Background: an optimization exercise with open tools, aiming at small area and few clock cycles. Do not read the settings as production practice. Function was checked by simulation only, so behaviour that the tests miss may differ from the original. Power figures rest on the tool's default switching activity, not on a simulated workload.

[design/flow/design.v]
module xbee_codec (
    input  wire        clk,
    input  wire        rst,           
    input  wire        t_valid,
    input  wire [31:0] t_word,
    output wire        t_ready,
    input  wire        h_valid,
    input  wire [31:0] h_word,
    output wire        h_ready,
    output reg         txo_valid,
    output reg  [7:0]  txo_byte,
    output reg         evt_valid,
    output reg  [35:0] evt_data,
    output reg         disp_valid,
    output reg  [39:0] disp_rec,
    output reg         rxd_valid,
    output reg         rxd_first,
    output reg  [7:0]  rxd_byte,
    output reg         csro_valid,
    output reg  [15:0] csro_data
);
    localparam [2:0] S_IDLE = 3'd0, S_SEEK = 3'd1, S_LEN_HI = 3'd2, S_LEN_LO = 3'd3,
                     S_PAYLOAD = 3'd4, S_CHECKSUM = 3'd5, S_DISPATCH = 3'd6, S_STOPPED = 3'd7;
    localparam [2:0] K_GENERIC = 3'd0, K_DATA = 3'd1, K_IO = 3'd2, K_MODEM = 3'd3, K_DISC = 3'd4;
    localparam [3:0] E_INVDELIM = 4'd1, E_INCOMPLETE = 4'd2, E_CKSUM = 4'd3,
                     E_MALFORMED = 4'd4, E_CONNLOST = 4'd5;
    reg        ctrl_esc, ctrl_rsync;
    reg        st_txerr, st_badcmd, st_connlost;
    reg [2:0]  rx_state;
    reg        rx_lesc, rx_lrsync, rx_epend;
    reg [15:0] rx_len, rx_cnt;
    reg [7:0]  rx_sum;
    reg [7:0]  rx_d0, rx_d1, rx_d2, rx_d3;    
    reg        tx_state, tx_lesc;
    reg [15:0] tx_rem;
    reg [7:0]  tx_sum;
    reg [7:0]  drec_ft;
    reg [2:0]  drec_kind;
    reg        drec_known, drec_fidv;
    reg [7:0]  drec_fid;
    reg [15:0] drec_len;
    reg [15:0] cnt_frames, cnt_invdelim, cnt_incomplete, cnt_cksum, cnt_malformed;
    reg [47:0] txq_data;
    reg [2:0]  txq_cnt;
    reg        connlost_pend;
    wire busy = (txq_cnt != 3'd0) || connlost_pend;
    assign h_ready = !busy;
    assign t_ready = !busy && !h_valid && (rx_state != S_DISPATCH);
    wire h_fire = h_valid && h_ready;
    wire t_fire = t_valid && t_ready;
    wire [3:0]  h_op   = h_word[31:28];
    wire        h_nop   = (h_word == 32'h0000_0000);
    wire        h_ack   = (h_word[31:1] == 31'h1800_0000);
    wire        h_txs   = (h_op == 4'h4) && (h_word[27:16] == 12'h000);
    wire        h_txd   = (h_op == 4'h5) && (h_word[27:8] == 20'h00000);
    wire        h_csrw  = (h_op == 4'h6) && (h_word[27:24] == 4'h0);
    wire        h_csrr  = (h_op == 4'h7) && (h_word[27:24] == 4'h0) && (h_word[15:0] == 16'h0000);
    wire        h_start = (h_word == 32'h8000_0000);
    wire        h_sreset= (h_word == 32'h9000_0000);
    wire        h_rsvd  = !(h_nop || h_ack || h_txs || h_txd || h_csrw || h_csrr || h_start || h_sreset);
    wire [7:0]  h_addr  = h_word[23:16];
    wire        t_nop   = (t_word == 32'h0000_0000);
    wire        t_byte  = (t_word[31:8] == 24'h100000);
    wire        t_close = (t_word == 32'h2000_0000);
    wire        t_rsvd  = !(t_nop || t_byte || t_close);
    wire [7:0]  t_b     = t_word[7:0];
    function [16:0] esc_byte;    
        input [7:0] b;
        input       e;
        begin
            if (e && (b == 8'h7E || b == 8'h7D || b == 8'h11 || b == 8'h13))
                esc_byte = {1'b1, 8'h7D, b ^ 8'h20};
            else
                esc_byte = {1'b0, b, 8'h00};
        end
    endfunction
    function [12:0] ft_info;     
        input [7:0] ft;
        begin
            case (ft)
                8'h00: ft_info = {1'b1, K_GENERIC, 1'b1, 8'd11};
                8'h01: ft_info = {1'b1, K_GENERIC, 1'b1, 8'd5};
                8'h08: ft_info = {1'b1, K_GENERIC, 1'b1, 8'd4};
                8'h09: ft_info = {1'b1, K_GENERIC, 1'b1, 8'd4};
                8'h10: ft_info = {1'b1, K_GENERIC, 1'b1, 8'd14};
                8'h11: ft_info = {1'b1, K_GENERIC, 1'b1, 8'd20};
                8'h17: ft_info = {1'b1, K_GENERIC, 1'b1, 8'd15};
                8'h2D: ft_info = {1'b1, K_GENERIC, 1'b1, 8'd3};
                8'h80: ft_info = {1'b1, K_DATA,    1'b0, 8'd11};
                8'h81: ft_info = {1'b1, K_DATA,    1'b0, 8'd5};
                8'h82: ft_info = {1'b1, K_IO,      1'b0, 8'd11};
                8'h83: ft_info = {1'b1, K_IO,      1'b0, 8'd5};
                8'h88: ft_info = {1'b1, K_GENERIC, 1'b1, 8'd5};
                8'h89: ft_info = {1'b1, K_GENERIC, 1'b1, 8'd3};
                8'h8A: ft_info = {1'b1, K_MODEM,   1'b0, 8'd2};
                8'h8B: ft_info = {1'b1, K_GENERIC, 1'b1, 8'd7};
                8'h90: ft_info = {1'b1, K_DATA,    1'b0, 8'd12};
                8'h91: ft_info = {1'b1, K_DATA,    1'b0, 8'd18};
                8'h92: ft_info = {1'b1, K_IO,      1'b0, 8'd12};
                8'h97: ft_info = {1'b1, K_GENERIC, 1'b1, 8'd15};
                8'hAD: ft_info = {1'b1, K_GENERIC, 1'b0, 8'd2};
                8'hFF: ft_info = {1'b1, K_GENERIC, 1'b0, 8'd1};
                default: ft_info = {1'b0, K_GENERIC, 1'b0, 8'd0};
            endcase
        end
    endfunction
    wire rx_body = (rx_state == S_LEN_HI) || (rx_state == S_LEN_LO) ||
                   (rx_state == S_PAYLOAD) || (rx_state == S_CHECKSUM);
    wire [7:0] rx_v = (rx_lesc && rx_epend) ? (t_b ^ 8'h20) : t_b;
    wire [12:0] cls_info   = ft_info(rx_d0);
    wire        cls_known  = cls_info[12];
    wire [2:0]  cls_class  = cls_info[11:9];
    wire        cls_hasfid = cls_info[8];
    wire [7:0]  cls_minlen = cls_info[7:0];
    wire        cls_disc   = (rx_d0 == 8'h88) && (rx_len >= 16'd4) &&
                             (rx_d2 == 8'h4E) && (rx_d3 == 8'h44);
    wire [2:0]  cls_kind   = cls_disc ? K_DISC : cls_class;
    wire        cls_fidv   = cls_known && cls_hasfid && (rx_len >= 16'd2);
    wire        cls_malformed = (rx_len == 16'd0) ||
                                (cls_known && (rx_len < {8'h00, cls_minlen}));
    wire [16:0] esc_lhi  = esc_byte(h_word[15:8], ctrl_esc);
    wire [16:0] esc_llo  = esc_byte(h_word[7:0],  ctrl_esc);
    wire [16:0] esc_dat  = esc_byte(h_word[7:0],  tx_lesc);
    wire [7:0]  tx_sum_n = tx_sum + h_word[7:0];
    wire [15:0] tx_rem_n = tx_rem - 16'd1;
    wire [16:0] esc_ck   = esc_byte(8'hFF - tx_sum_n, tx_lesc);
    reg [15:0] csr_rdata;
    reg        csr_rvalid;
    always @(*) begin
        csr_rvalid = 1'b1;
        case (h_addr)
            8'h00: csr_rdata = {14'h0, ctrl_rsync, ctrl_esc};
            8'h01: csr_rdata = {6'h0, tx_lesc, rx_lesc, st_connlost, st_badcmd, st_txerr,
                                tx_state, rx_epend, rx_state};
            8'h02: csr_rdata = rx_len;
            8'h03: csr_rdata = rx_cnt;
            8'h04: csr_rdata = {8'h00, rx_sum};
            8'h05: csr_rdata = tx_rem;
            8'h06: csr_rdata = {8'h00, tx_sum};
            8'h07: csr_rdata = {3'h0, drec_fidv, drec_known, drec_kind, drec_ft};
            8'h08: csr_rdata = {8'h00, drec_fid};
            8'h09: csr_rdata = drec_len;
            8'h10: csr_rdata = cnt_frames;
            8'h11: csr_rdata = cnt_invdelim;
            8'h12: csr_rdata = cnt_incomplete;
            8'h13: csr_rdata = cnt_cksum;
            8'h14: csr_rdata = cnt_malformed;
            default: begin
                csr_rdata  = 16'h0000;
                csr_rvalid = 1'b0;
            end
        endcase
    end
    reg [47:0] hdr_q, dat_q;
    reg [2:0]  hdr_n, dat_n;
    always @(*) begin
        hdr_q = {8'h7E, 40'h0};
        hdr_n = 3'd1;
        hdr_q = hdr_q | ({esc_lhi[15:0], 32'h0} >> (8 * hdr_n));
        hdr_n = hdr_n + (esc_lhi[16] ? 3'd2 : 3'd1);
        hdr_q = hdr_q | ({esc_llo[15:0], 32'h0} >> (8 * hdr_n));
        hdr_n = hdr_n + (esc_llo[16] ? 3'd2 : 3'd1);
        if (h_word[15:0] == 16'h0000) begin
            hdr_q = hdr_q | ({8'hFF, 40'h0} >> (8 * hdr_n));
            hdr_n = hdr_n + 3'd1;
        end
        dat_q = {esc_dat[15:0], 32'h0};
        dat_n = esc_dat[16] ? 3'd2 : 3'd1;
        if (tx_rem_n == 16'h0000) begin
            dat_q = dat_q | ({esc_ck[15:0], 32'h0} >> (8 * dat_n));
            dat_n = dat_n + (esc_ck[16] ? 3'd2 : 3'd1);
        end
    end
    task reset_state;
        begin
            ctrl_esc <= 1'b0; ctrl_rsync <= 1'b0;
            st_txerr <= 1'b0; st_badcmd <= 1'b0; st_connlost <= 1'b0;
            rx_state <= S_IDLE; rx_lesc <= 1'b0; rx_lrsync <= 1'b0; rx_epend <= 1'b0;
            rx_len <= 16'h0; rx_cnt <= 16'h0; rx_sum <= 8'h0;
            rx_d0 <= 8'h0; rx_d1 <= 8'h0; rx_d2 <= 8'h0; rx_d3 <= 8'h0;
            tx_state <= 1'b0; tx_lesc <= 1'b0; tx_rem <= 16'h0; tx_sum <= 8'h0;
            drec_ft <= 8'h0; drec_kind <= K_GENERIC; drec_known <= 1'b0; drec_fidv <= 1'b0;
            drec_fid <= 8'h0; drec_len <= 16'h0;
            cnt_frames <= 16'h0; cnt_invdelim <= 16'h0; cnt_incomplete <= 16'h0;
            cnt_cksum <= 16'h0; cnt_malformed <= 16'h0;
            txq_data <= 48'h0; txq_cnt <= 3'd0;
            connlost_pend <= 1'b0;
        end
    endtask
    task open_frame;
        begin
            rx_lesc   <= ctrl_esc;
            rx_lrsync <= ctrl_rsync;
            rx_len    <= 16'h0;
            rx_cnt    <= 16'h0;
            rx_sum    <= 8'h0;
            rx_epend  <= 1'b0;
            rx_state  <= S_LEN_HI;
        end
    endtask
    always @(posedge clk) begin
        txo_valid  <= 1'b0;
        evt_valid  <= 1'b0;
        disp_valid <= 1'b0;
        rxd_valid  <= 1'b0;
        csro_valid <= 1'b0;
        if (rst) begin
            reset_state;
            txo_byte  <= 8'h0;
            evt_data  <= 36'h0;
            disp_rec  <= 40'h0;
            rxd_first <= 1'b0;
            rxd_byte  <= 8'h0;
            csro_data <= 16'h0;
        end else begin
            if (txq_cnt != 3'd0) begin
                txo_valid <= 1'b1;
                txo_byte  <= txq_data[47:40];
                txq_data  <= {txq_data[39:0], 8'h00};
                txq_cnt   <= txq_cnt - 3'd1;
            end
            if (connlost_pend) begin
                evt_valid     <= 1'b1;
                evt_data      <= {E_CONNLOST, 32'h0};
                connlost_pend <= 1'b0;
            end
            if (h_fire) begin
                if (h_rsvd) begin
                    st_badcmd <= 1'b1;
                end else if (h_ack) begin
                    if (rx_state != S_DISPATCH) begin
                        st_badcmd <= 1'b1;
                    end else begin
                        disp_valid <= 1'b1;
                        disp_rec   <= {1'b1, h_word[0],
                                       (!h_word[0]) || (drec_kind == K_DATA),
                                       drec_fidv, drec_known, drec_kind,
                                       drec_ft, drec_fid, drec_len};
                        rx_state   <= S_SEEK;
                    end
                end else if (h_txs) begin
                    if (tx_state) begin
                        st_txerr <= 1'b1;
                    end else begin
                        txq_data <= hdr_q;
                        txq_cnt  <= hdr_n;
                        tx_lesc  <= ctrl_esc;
                        tx_sum   <= 8'h00;
                        tx_rem   <= h_word[15:0];
                        tx_state <= (h_word[15:0] != 16'h0000);
                    end
                end else if (h_txd) begin
                    if (!tx_state) begin
                        st_txerr <= 1'b1;
                    end else begin
                        if (tx_rem_n == 16'h0000)
                            tx_state <= 1'b0;
                        txq_data <= dat_q;
                        txq_cnt  <= dat_n;
                        tx_sum   <= tx_sum_n;
                        tx_rem   <= tx_rem_n;
                    end
                end else if (h_csrw) begin
                    if (h_addr == 8'h00) begin
                        ctrl_esc   <= h_word[0];
                        ctrl_rsync <= h_word[1];
                    end else if (h_addr == 8'h01) begin
                        if (h_word[5]) st_txerr    <= 1'b0;
                        if (h_word[6]) st_badcmd   <= 1'b0;
                        if (h_word[7]) st_connlost <= 1'b0;
                    end else begin
                        st_badcmd <= 1'b1;
                    end
                end else if (h_csrr) begin
                    csro_valid <= 1'b1;
                    csro_data  <= csr_rdata;
                    if (!csr_rvalid) st_badcmd <= 1'b1;
                end else if (h_start) begin
                    if (rx_state == S_IDLE || rx_state == S_STOPPED) begin
                        rx_len   <= 16'h0;
                        rx_cnt   <= 16'h0;
                        rx_sum   <= 8'h0;
                        rx_epend <= 1'b0;
                        rx_state <= S_SEEK;
                    end
                end else if (h_sreset) begin
                    reset_state;
                end
            end
            if (t_fire) begin
                if (t_rsvd) begin
                    st_badcmd <= 1'b1;
                end else if (t_close) begin
                    if (rx_body) begin
                        evt_valid     <= 1'b1;
                        evt_data      <= {E_INCOMPLETE, 27'h0, 1'b0, rx_epend, rx_state};
                        cnt_incomplete <= cnt_incomplete + 16'd1;
                        rx_epend      <= 1'b0;
                        connlost_pend <= 1'b1;
                        st_connlost   <= 1'b1;
                        rx_state      <= S_STOPPED;
                    end else if (rx_state == S_IDLE || rx_state == S_SEEK) begin
                        evt_valid   <= 1'b1;
                        evt_data    <= {E_CONNLOST, 32'h0};
                        st_connlost <= 1'b1;
                        rx_state    <= S_STOPPED;
                    end
                end else if (t_byte) begin
                    if (rx_state == S_SEEK) begin
                        if (t_b == 8'h7E) begin
                            open_frame;
                        end else begin
                            evt_valid    <= 1'b1;
                            evt_data     <= {E_INVDELIM, 24'h0, t_b};
                            cnt_invdelim <= cnt_invdelim + 16'd1;
                        end
                    end else if (rx_body) begin
                        if (rx_lesc && rx_lrsync && t_b == 8'h7E) begin
                            evt_valid      <= 1'b1;
                            evt_data       <= {E_INCOMPLETE, 27'h0, 1'b1, rx_epend, rx_state};
                            cnt_incomplete <= cnt_incomplete + 16'd1;
                            open_frame;
                        end else if (rx_lesc && !rx_epend && t_b == 8'h7D) begin
                            rx_epend <= 1'b1;
                        end else begin
                            rx_epend <= 1'b0;
                            case (rx_state)
                                S_LEN_HI: begin
                                    rx_len   <= {rx_v, 8'h00};
                                    rx_state <= S_LEN_LO;
                                end
                                S_LEN_LO: begin
                                    rx_len   <= {rx_len[15:8], rx_v};
                                    rx_state <= ({rx_len[15:8], rx_v} == 16'h0000) ? S_CHECKSUM
                                                                                   : S_PAYLOAD;
                                end
                                S_PAYLOAD: begin
                                    case (rx_cnt)
                                        16'd0: rx_d0 <= rx_v;
                                        16'd1: rx_d1 <= rx_v;
                                        16'd2: rx_d2 <= rx_v;
                                        16'd3: rx_d3 <= rx_v;
                                        default: ;
                                    endcase
                                    rxd_valid <= 1'b1;
                                    rxd_first <= (rx_cnt == 16'd0);
                                    rxd_byte  <= rx_v;
                                    rx_sum    <= rx_sum + rx_v;
                                    rx_cnt    <= rx_cnt + 16'd1;
                                    if (rx_cnt + 16'd1 == rx_len)
                                        rx_state <= S_CHECKSUM;
                                end
                                default: begin   
                                    if (rx_sum + rx_v == 8'hFF) begin
                                        if (cls_malformed) begin
                                            evt_valid     <= 1'b1;
                                            evt_data      <= {E_MALFORMED, 7'h0,
                                                              (rx_len != 16'h0),
                                                              (rx_len != 16'h0) ? rx_d0 : 8'h00,
                                                              rx_len};
                                            cnt_malformed <= cnt_malformed + 16'd1;
                                            rx_state      <= S_SEEK;
                                        end else begin
                                            drec_ft    <= rx_d0;
                                            drec_kind  <= cls_kind;
                                            drec_known <= cls_known;
                                            drec_fidv  <= cls_fidv;
                                            drec_fid   <= cls_fidv ? rx_d1 : 8'h00;
                                            drec_len   <= rx_len;
                                            cnt_frames <= cnt_frames + 16'd1;
                                            disp_valid <= 1'b1;
                                            disp_rec   <= {3'b000, cls_fidv, cls_known, cls_kind,
                                                           rx_d0, cls_fidv ? rx_d1 : 8'h00, rx_len};
                                            rx_state   <= S_DISPATCH;
                                        end
                                    end else begin
                                        evt_valid <= 1'b1;
                                        evt_data  <= {E_CKSUM, rx_v, 8'hFF - rx_sum, rx_len};
                                        cnt_cksum <= cnt_cksum + 16'd1;
                                        rx_state  <= S_SEEK;
                                    end
                                end
                            endcase
                        end
                    end
                end
            end
        end
    end
endmodule
[design/flow/run.sh]
#!/bin/bash
# synth_recipe.tcl (not shown) runs the flow's synth.tcl, then flattens the netlist and writes it again
# the make line also repeats each setting of config.mk as NAME=value (left out here)
make -C /OpenROAD-flow-scripts/flow DESIGN_CONFIG=/design/flow/config.mk WORK_HOME=/design/flow/orfs CLKGATE_MAP_FILE= SYNTH_SCRIPT=/design/flow/synth_recipe.tcl finish
[design/flow/config.mk]
export PLATFORM = sky130hd
export DESIGN_NAME = xbee_codec
export DESIGN_NICKNAME = xbee_codec
export VERILOG_FILES = /design/flow/design.v
export SDC_FILE = /design/flow/constraint.sdc
export NUM_CORES = 4
export LEC_CHECK = 0
export CAP_MARGIN = 20
export CORE_MARGIN = 2
export CORE_UTILIZATION = 40
export SLEW_MARGIN = 20
[design/flow/constraint.sdc]
create_clock -name core_clock -period 10.0 [get_ports {clk}]
set_input_delay 2.0000 -clock core_clock [delete_from_list [all_inputs] [get_ports {clk}]]
set_output_delay 2.0000 -clock core_clock [all_outputs]
set_load 0.01 [all_outputs]
==> impl_metrics.env <==
export IMPL_status="finished clean"
export IMPL_drive_gt1_share_pct=6.77
export IMPL_period_needed_ns=6.43
export IMPL_swShare_pct=26.6
export IMPL_largest_register_ffs=48
export IMPL_largestRegisters="txq_data (48), disp_rec (40), evt_data (36)"
export IMPL_cts_clk_slew_worst_paths_ns=0.06
export IMPL_die_area_um2=60100
export IMPL_synth_seq_area_share_pct=33.7
export IMPL_setup_violations=0
export IMPL_crit_start="t_word[1]"
export IMPL_critPathKind="input pin to flip-flop"
export IMPL_synth_compound_area_share_pct=26.4
export IMPL_root_buffer="clkbuf_16"
export IMPL_r2r_cells=10
export IMPL_std_cell_rows=88
export IMPL_cp_end_kind="flip-flop"
export IMPL_cts_htree_levels=2
export IMPL_p_int_w=0.00280
export IMPL_routed_via_density=6.56
export IMPL_synth_simple_area_share_pct=28.3
export IMPL_slew_viol_final=0
export IMPL_relSlewSlack_pct=17.8
export IMPL_async_reset_ff_share_pct=0
export IMPL_rrSetupSlack_ns=4.53
export IMPL_dieHeight_um=245
export IMPL_clock_tree_buffer_depth=3
export IMPL_max_freq_mhz=156
export IMPL_hpwl_um=75600
export IMPL_tritoncts="yes"
export IMPL_synth_seq_cells=392
export IMPL_ant_nets=0
export IMPL_skew_ns=0.0370
export IMPL_synth_cell_types=94
export IMPL_via_count=26100
export IMPL_portBuffers=183
export IMPL_first_pass_iters=9
export IMPL_synth_avg_cell_area_um2=7.49
export IMPL_drc=0
export IMPL_synthCells=3103
export IMPL_place_congestion=0.982
export IMPL_power_switching_w=0.00102
export IMPL_antenna_found_initial=0
export IMPL_pwr_share_comb_pct=9.7
export IMPL_yosys_mux_area_fraction_pct=3.07
export IMPL_worstPathRequired_ns=10.46
export IMPL_grt_start_max_net_pins=97
export IMPL_grt_util_all_layers_pct=33.6
export IMPL_syn_area_um2=23300
export IMPL_start_kind="input pin"
export IMPL_cts_sinks=392
export IMPL_post_route_period_util_pct=64.3
export IMPL_ir_drop_mv=0.179
export IMPL_finalHoldWorstSlack_ns=0.452
export IMPL_routedWlPerCell_um=26.3
export IMPL_finalPower_w=0.00382
export IMPL_routed_wl_um=104000
export IMPL_hold_buffers=0
export IMPL_finalHoldViolCount=0
export IMPL_die_w_um=245
export IMPL_insertion_delay_ns=0.62
export IMPL_cts_resized=0
export IMPL_post_cts_buffers=0
export IMPL_cts_made_buffers=48
export IMPL_crit_fanout=41
export IMPL_yosys_area_share_adder_pct=2.16
export IMPL_fin_cells=3971
export IMPL_timing_rr_start="rx_state[2]"
export IMPL_p_leak_nw=9.57
export IMPL_synth_top_area_share_pct=33.7
export IMPL_hp_class="flip-flop to flip-flop"
export IMPL_regMostFlops="txq_data"
export IMPL_finalSetupTns_ns=0
export IMPL_syn_nets=3210
export IMPL_synth_largest_area_cell="dfxtp_1"
export IMPL_area_growth_pct=17.8
export IMPL_synth_edf_count=0
export IMPL_critical_path_arrival_ns=6.89
export IMPL_ys_flop_type="dfxtp_1"
export IMPL_synth_top_family_by_area="simple AND/OR/NAND/NOR gates"
export IMPL_rsz0062_at_grt="no"
export IMPL_yosys_top_cells_area="dfxtp_1 (34%), a21oi_1 (7.1%), nand2_1 (6.3%)"
export IMPL_power_density_nw_per_um2=139
export IMPL_tightest_slew_ns=1.23
export IMPL_initial_utilization_pct=40.4
export IMPL_yosysWarnings=1
export IMPL_drt_iter0_markers=3202
export IMPL_ios=184
export IMPL_clkPwrFrac_pct=49.0
export IMPL_endpoint="disp_rec[9]"
export IMPL_finalNetCount=3278
export IMPL_dp_cells=3886
export IMPL_maxCapViolations=0
export IMPL_grt_remaining_overflow=0
export IMPL_core_area_um2=57600
export IMPL_reg2reg_to="disp_rec[9]"
export IMPL_grt_pass1_wl_um=154000
export IMPL_synth_xor_area_share_pct=1.62
export IMPL_grt_pass1_vias=23800
export IMPL_pwr_share_seq_pct=41.3
## metal layers
metal	global-route usage, %	wire (um)	vias to the layer above
met3	6.67	10300	344
met5	0	0	-
met4	18.6	6220	0
li1	-	-	11600
met1	45.8	43800	12500
met2	49.4	44000	1574
## cell usage after synthesis (all sizes together) (10+ instances only)
| master | n |
|---|---|
| a221oi | 28 |
| o21a | 10 |
| buf | 43 |
| nand2 | 390 |
| nor3b | 23 |
| a21oi | 330 |
| nand3 | 160 |
| inv | 47 |
| o31ai | 14 |
| a211o | 11 |
| a22oi | 52 |
| nand4b | 13 |
| ha | 37 |
| clkbuf | 188 |
| a21o | 19 |
| nor2b | 24 |
| dfxtp | 392 |
| nand3b | 36 |
| or3 | 40 |
| a222oi | 15 |
| and3 | 50 |
| a22o | 44 |
| nand4 | 45 |
| xnor2 | 25 |
| mux2 | 10 |
| o211ai | 22 |
| xor2 | 18 |
| nor2 | 306 |
| mux2i | 60 |
| a31oi | 36 |
| nor4 | 45 |
| a211oi | 61 |
| or4 | 14 |
| o21ai | 166 |
| o22ai | 17 |
| a21boi | 10 |
| and2 | 21 |
| or2 | 13 |
| nand2b | 31 |
| nor3 | 95 |
## power by group through the flow
| stage | clock network [W] | registers (W) | logic (W) |
|---|---|---|---|
| floorplan | 0 | 0.00161 | 0.000220 |
| global placement | 0 | 0.00161 | 0.000359 |
| detailed placement | 0 | 0.00161 | 0.000363 |
| CTS | 0.00189 | 0.00158 | 0.000365 |
| global route | 0.00195 | 0.00158 | 0.000396 |
| finish | 0.00187 | 0.00158 | 0.000370 |
## cells in the final DEF (no fill, tap or decap), types with 37 or more instances in the layout
cell | Yosys | layout
a211oi_1 | 60 | 60
a21oi_1 | 330 | 330
a22o_1 | 44 | 44
a22oi_1 | 52 | 52
and3_1 | 50 | 50
buf_4 | 1 | 66
clkbuf_16 | 0 | 48
clkdlybuf4s50_1 | 0 | 182
dfxtp_1 | 392 | 392
ha_1 | 37 | 37
inv_1 | 47 | 47
mux2i_1 | 60 | 60
nand2_1 | 390 | 388
nand3_1 | 160 | 160
nand4_1 | 45 | 45
nor2_1 | 306 | 303
nor3_1 | 93 | 86
o21ai_0 | 161 | 161
or3_1 | 40 | 40
## critical path, stage by stage
cell and delay (ns):
clkdlybuf4s50_1 0.98, ha_1 0.37, a211oi_1 0.66, o2111ai_1 0.21
nor4_1 0.49, and4_1 0.27, buf_4 0.28, o311a_4 0.31
nand2_2 0.54, buf_4 0.51, nor2_1 0.17, a211oi_1 0.07
## layout make-up
| class | instances | area [um^2] |
|---|---|---|
| flip-flops and latches | 392 | 7850 |
| inverters | 49 | 184 |
| well taps | 765 | 957 |
| clock inverters | 26 | 355 |
| diodes | 1 | 2.50 |
| repair buffers | 249 | 2330 |
| clock buffers | 58 | 1290 |
| fillers | 5695 | 30200 |
| multi-input cells | 2431 | 14400 |
## metrics by stage
stage	instance area (um^2)	utilization [%]	setup slack, ns
finish	27400	47.6	3.57
global route	27400	47.6	3.31
CTS	27400	47.5	3.74
detailed placement	25700	44.7	3.11
global placement	25700	44.7	3.25
floorplan	23300	-	4.76
## worst min-delay path by stage
stage | start | endpoint | cells after the start
2_1_floorplan | txq_data[7] | txq_data[7] | 2
3_3_place_gp | txq_data[7] | txq_data[7] | 2
3_5_place_dp | txq_data[3] | txq_data[3] | 2
4_1_cts | txq_data[3] | txq_data[3] | 2
5_1_grt | txo_byte[6] | txo_byte[6] | 2
6_report | txq_data[7] | txq_data[7] | 2
## cell families (layout without fill, tap and decap cells)
logic type                 count (synthesis)  in the layout
other                                      0              1
buffers and inverters                    280            382
DFF                                      392            392
muxes                                     70             70
and+or+nand+nor                         1337           1337
xor gates and xnor gates                  43             43
AOI/OAI and AO/OA                        942            942
adders and majority gates                 39             39
Testbench counts, summed over its fixed seeds: cycles 15,651.

-- separate check: timing with driven ports --
No port has a modelled driver above. Below, the same layout with a new extraction and two added sets of constraints.
Step 1: set_driving_cell puts a clkbuf_16 on clk and a buf_2 on each other input, an assumption about the parent block.
Step 2 moves the port delays by t, midway between the first and last clock arrival at a register: inputs arrive t later, outputs are due t later. That takes back most of the time a late clock gives input paths.
Three values: no drivers, after step 1, after step 2; two values: the first two.
t, ns: 0.663
setup slack, ns: 3.574 / 3.604 / 2.940
worst hold slack (ns): 0.452 / 0.452 / 0.452
After both steps setup and hold are still met in this run. The setup slack of this run moves by +0.030 ns with the drivers and by -0.634 ns with both steps.
